This design comes from an exercise in tuning for small area on the open sky130 flow, not from production work.
The RTL was checked by simulation tests, not by an equivalence proof against the original design.
Power is estimated from default activity; no workload was simulated.

north:
## ads126x_frame_engine
module ads126x_frame_engine (
    input  wire         clk,
    input  wire         rst,
    input  wire         req_valid,
    output wire         req_ready,
    input  wire [4:0]   req_kind,
    input  wire [7:0]   req_addr,
    input  wire [7:0]   req_count,
    input  wire [7:0]   req_wdata,
    input  wire [1:0]   req_mode,
    input  wire [31:0]  req_code,
    input  wire         din_valid,
    output wire         din_ready,
    input  wire [7:0]   din_data,
    output wire         rsp_valid,
    output wire [1:0]   rsp_outcome,
    output wire [2:0]   rsp_err,
    output wire [2:0]   rsp_reason,
    output wire [215:0] rsp_payload,
    output wire [7:0]   rsp_status,
    output wire         rsp_alarm,
    output wire [1:0]   cs_state,
    output wire         refused,
    output wire         bus_valid,
    output reg  [1:0]   bus_op,
    output reg  [7:0]   bus_tx,
    output wire         bus_last,
    input  wire         bus_ready,
    input  wire         bus_fail,
    input  wire [7:0]   bus_rx,
    input  wire         bus_len_bad
);
For scale: ~940 cells after synthesis, roughly 280 flip-flops, about 340 I/O pins, roughly 9600 µm² of cells after synthesis.
export LEC_CHECK = 0
export CAP_MARGIN = 20
export CORE_MARGIN = 2
export CORE_UTILIZATION = 50
export SLEW_MARGIN = 20
create_clock -name core_clock -period 10.0 [get_ports {clk}]
standard.sh (not shown) runs the stock make flow with config.mk's settings and CLKGATE_MAP_FILE= SYNTH_SCRIPT=/design/flow/synth_recipe.tcl, a recipe that flattens the netlist after the stock synthesis.
==> flow/flow/run.sh <==
#!/bin/bash
# The standard layout (standard.sh) with three changes:
#  - synthesis maps the logic with an area-oriented ABC script (flow/area.abc)
#    instead of ORFS's speed script; everything else in synthesis, and every
#    register, is as in the standard synthesis;
#  - the port buffers use the smallest buffer cell;
#  - the clock tree uses larger sink clusters and no dummy loads.
set -euo pipefail
HERE=$(pwd)
F=$HERE/flow
# ORFS's synth.tcl with only its ABC mapping script replaced
sed 's#log_cmd abc {\*}\$abc_args#log_cmd abc {*}[lreplace $abc_args 1 1 '"$F"'/area.abc]#' \
    "$FLOW_HOME/scripts/synth.tcl" > "$HERE/synth_area.tcl"
grep -q "$F/area.abc" "$HERE/synth_area.tcl"
# The standard flow's synthesis script, sourcing that copy
sed 's#source \$::env(SCRIPTS_DIR)/synth.tcl#source '"$HERE"'/synth_area.tcl#' \
    synth_recipe.tcl > "$HERE/synth_recipe_area.tcl"
grep -q "synth_area.tcl" "$HERE/synth_recipe_area.tcl"
sed 's#SYNTH_SCRIPT=[^ ]*#SYNTH_SCRIPT='"$HERE"'/synth_recipe_area.tcl#' standard.sh > "$HERE/standard_area.sh"
grep -q "synth_recipe_area.tcl" "$HERE/standard_area.sh"
export BUFFER_PORTS_ARGS="-buffer_cell sky130_fd_sc_hd__buf_1"
export CTS_ARGS="-sink_clustering_enable -repair_clock_nets -dont_use_dummy_load -sink_clustering_size 10 -sink_clustering_max_diameter 60 -buf_list {sky130_fd_sc_hd__clkbuf_4}"
bash "$HERE/standard_area.sh" > standard_flow.log 2>&1
==> flow/flow/area.abc <==
strash
&get -n
&fraig -x
&put
dc2
strash
dch -f
amap
Relative to north, the following input files were edited for south:
-- flow/flow/run.sh --
<<< north, line 21
export BUFFER_PORTS_ARGS="-buffer_cell sky130_fd_sc_hd__buf_1"
export CTS_ARGS="-sink_clustering_enable -repair_clock_nets -dont_use_dummy_load -sink_clustering_size 10 -sink_clustering_max_diameter 60 -buf_list {sky130_fd_sc_hd__clkbuf_4}"
bash "$HERE/standard_area.sh" > standard_flow.log 2>&1
>>> south, line 21
export BUFFER_PORTS_ARGS="-buffer_cell sky130_fd_sc_hd__buf_1"
export CTS_ARGS="-sink_clustering_enable -repair_clock_nets -dont_use_dummy_load -sink_clustering_size 16 -sink_clustering_max_diameter 80 -buf_list {sky130_fd_sc_hd__clkbuf_8}"
bash "$HERE/standard_area.sh" > standard_flow.log 2>&1
## What came out
south: PASS, flow complete, no timing, DRC or antenna violations
The slack of the critical path reported for south is greater than that of north by 0.0081 ns.
Achievable clock frequency across south and north: no real change.
Summary of south over north: power after layout now larger; area taken by flip-flops and latches comparable.
The inputs of east differ from those of south as listed below.
-- flow/flow/run.sh --
<<< south, line 21
export BUFFER_PORTS_ARGS="-buffer_cell sky130_fd_sc_hd__buf_1"
export CTS_ARGS="-sink_clustering_enable -repair_clock_nets -dont_use_dummy_load -sink_clustering_size 16 -sink_clustering_max_diameter 80 -buf_list {sky130_fd_sc_hd__clkbuf_8}"
bash "$HERE/standard_area.sh" > standard_flow.log 2>&1
>>> east, line 21
export BUFFER_PORTS_ARGS="-buffer_cell sky130_fd_sc_hd__buf_1"
export CTS_ARGS="-sink_clustering_enable -repair_clock_nets -dont_use_dummy_load -sink_clustering_size 24 -sink_clustering_max_diameter 120 -buf_list {sky130_fd_sc_hd__clkbuf_8 sky130_fd_sc_hd__clkbuf_16}"
bash "$HERE/standard_area.sh" > standard_flow.log 2>&1
Notes after the runs:
First-iteration DRC count ended up 53 higher on east than on south. east — minimum clock period after layout 0.032 ns higher, south as reference. Compared with south, east shows number of nets in the finished design that has gone down slightly.

==> afterwards: timing with drivers on the ports <==
The flow's constraints put no driver on any port. The routed layouts listed below were extracted and timed again, unchanged, in two steps.
Step 1 sets driving cells, clkbuf_16 on the clock port and buf_2 on the other inputs (assumed; they add their load-dependent delay and slew).
Step 2 adds t to the input delays and takes it off the output delays; t is the mean of the earliest and latest rising clock arrival at the registers after step 1. Input paths then give back, and output paths get back, about the clock's delay inside the block.
a / b / c = ideal / step 1 / step 2; a / b = the first two.
run | t (ns) | slack for setup (ns) | clock arrival spread, ns | slew at the worst register clock pin (ns) | worst data-port slew with drivers (ns)
north | 0.649 | 3.120 / 3.099 / 3.099 | 0.064 / 0.064 | 0.12 / 0.12 | 0.08
south | 0.574 | 3.128 / 3.107 / 3.107 | 0.042 / 0.042 | 0.11 / 0.11 | 0.08
east | 0.524 | 3.096 / 3.075 / 3.075 | 0.035 / 0.035 | 0.10 / 0.10 | 0.07
After both steps setup and hold are still met in every run listed.
